Source: an optimization exercise on an open RTL-to-GDS flow (aim: small area). Production flows keep margins and buffers that such runs may drop. The RTL was checked by simulation tests, not by an equivalence proof against the original design. Power is estimated from default activity; no workload was simulated.

v58:
==> flow/design.v (excerpt) <==
module tbacc (
    input  wire         clk,
    input  wire         rst,
    input  wire         cmd_valid,
    output wire         cmd_ready,
    input  wire [7:0]   cmd_op,
    input  wire [63:0]  cmd_a,
    input  wire [63:0]  cmd_b,
    output wire         rsp_valid,
    output wire [7:0]   rsp_status,
    output wire [63:0]  rsp_data,
    output wire         mem_req,
    output wire         mem_wide,
    output wire [31:0]  mem_addr,
    input  wire         mem_ack,
    input  wire [63:0]  mem_rdata,
    input  wire         mem_err,
    output wire [63:0]  value_o,
    output wire [15:0]  status_o
);
Size: ~1,600 cells after synthesis, ~510 flip-flops, ~390 I/O pins, roughly 19,000 um2 of cells after synthesis.
==> flow/config.mk <==
export PLATFORM = sky130hd
export DESIGN_NAME = tbacc
export DESIGN_NICKNAME = tbacc
export VERILOG_FILES = /design/flow/design.v
export SDC_FILE = /design/flow/constraint.sdc
export NUM_CORES = 4
export LEC_CHECK = 0
export CAP_MARGIN = 20
export CORE_MARGIN = 2
export CORE_UTILIZATION = 40
export PLACE_DENSITY = 0.6
export SLEW_MARGIN = 20
==> flow/constraint.sdc <==
create_clock -name core_clock -period 12.5 [get_ports {clk}]
set_input_delay 2.5000 -clock core_clock [delete_from_list [all_inputs] [get_ports {clk}]]
set_output_delay 2.5000 -clock core_clock [all_outputs]
set_load 0.01 [all_outputs]
run.sh (not shown) runs the stock make flow with config.mk's settings and CLKGATE_MAP_FILE= SYNTH_SCRIPT=/design/flow/synth_recipe.tcl, a recipe that flattens the netlist after the stock synthesis.
What v45 does differently from v58 at the input level:
Settings: setting ABC_AREA to 1 for the first time; setting CTS_BUF_LIST to sky130_fd_sc_hd__clkbuf_4 for the first time.
Notes after the runs:
Of the two values seen for cell type of the slowest stage on the worst timing path, sky130_fd_sc_hd__clkdlybuf4s50_1 was produced by v58 and sky130_fd_sc_hd__dfxtp_1 by v45. In the reports for v58 and v45, the larger xor/xnor cell area share of the yosys netlist belongs to v58. Taking v58 as the reference point, the combinational share of power of v45 rises by 0.2 points. Comparing v58 and v45, via count is higher on v45. Diff v58 -> v45: total power consumption of the routed design saw a decrease; sequential share of layout area saw an increase.
## Diff of input files: v15 against v45
Settings: CTS_BUF_LIST removed (was sky130_fd_sc_hd__clkbuf_4).
==> flow/flow/run.sh (new file) <==
#!/bin/bash
# Standard ORFS layout with the smallest port buffer and a leaner clock tree.
set -euo pipefail
export BUFFER_PORTS_ARGS="-buffer_cell sky130_fd_sc_hd__buf_1"
export CTS_ARGS="-sink_clustering_enable -repair_clock_nets -dont_use_dummy_load -buf_list sky130_fd_sc_hd__clkbuf_4"
bash standard.sh > standard.log 2>&1
==> flow/standard.sh (new file) <==
#!/bin/bash
# synth_recipe.tcl (not shown) runs the flow's synth.tcl, then flattens the netlist and writes it again
# the make line also repeats each setting of config.mk as NAME=value (left out here)
make -C /OpenROAD-flow-scripts/flow DESIGN_CONFIG=/design/flow/config.mk WORK_HOME=/design/flow/orfs CLKGATE_MAP_FILE= SYNTH_SCRIPT=/design/flow/synth_recipe.tcl "${@:-finish}"
removed: flow/run.sh
v45 and v15 ended up with nearly the same multi-input gate area in the final layout. v45 → v15: switching power shows a reduction of 18%; portion of total power attributed to the clock network shows a reduction of 9.1 points; clock-pin slew on the worst setup and hold paths shows no meaningful change; sequential share of layout area shows an increase of 7.0 points. Taking v45 as the reference, in v15 standard cell area after detailed placement fell by 10%; wire length moved down; non-clock buffer count ~0 delta; via count dropped 332. [compare] base=v45 new=v15: slack of the critical path rose by 0.54 ns, share of the clock period used by the worst path lower.
Setup changes, v15 to v44
==> flow/flow/run.sh <==
#!/bin/bash
# Standard ORFS layout with the smallest port buffer and a leaner clock tree.
set -euo pipefail
export BUFFER_PORTS_ARGS="-buffer_cell sky130_fd_sc_hd__buf_1"
export CTS_ARGS="-sink_clustering_enable -repair_clock_nets -dont_use_dummy_load -buf_list sky130_fd_sc_hd__clkbuf_8 -sink_clustering_size 24"
bash standard.sh > standard.log 2>&1
[summary]
For the global-route wire length before repair, v44 came in 0.61% lower than v15 did.
Compared with v15, v44 is hungrier on power.
On power of the sequential group, v15 and v44 are neck and neck.

[afterwards: timing with drivers on the ports]
The flow's constraints put no driver on any port. The routed layouts listed below were extracted and timed again, unchanged, in two steps. Step 1 (the two cells are an assumption about what drives the block):
set clk [get_ports {clk}]
set_driving_cell -lib_cell sky130_fd_sc_hd__clkbuf_16 $clk
set_driving_cell -lib_cell sky130_fd_sc_hd__buf_2 [delete_from_list [all_inputs] $clk]
Step 2, shift: input delay + t, output delay - t, t = (earliest + latest rising clock arrival at the registers) / 2. This alone moves slack from input paths to output paths. Three values: ideal ports, drivers, drivers and shift; two values: the first two.
run | t, ns | setup slack, ns | latest minus earliest clock arrival (ns) | worst register clock-pin slew, ns | worst slew at a driven data input, ns
v58 | 0.651 | 6.869 / 6.814 / 6.623 | 0.033 / 0.033 | 0.07 / 0.07 | 0.09
v45 | 0.962 | 6.518 / 6.465 / 7.021 | 0.076 / 0.076 | 0.07 / 0.07 | 0.08
v15 | 0.833 | 7.054 / 7.004 / 7.394 | 0.099 / 0.099 | 0.07 / 0.07 | 0.07
v44 | 0.653 | 7.203 / 7.155 / 7.385 | 0.046 / 0.047 | 0.06 / 0.06 | 0.06
After both steps setup and hold are still met in every run listed. The setup slack of v58, which loses most, moves by -0.055 ns with the drivers and by -0.246 ns with both steps.
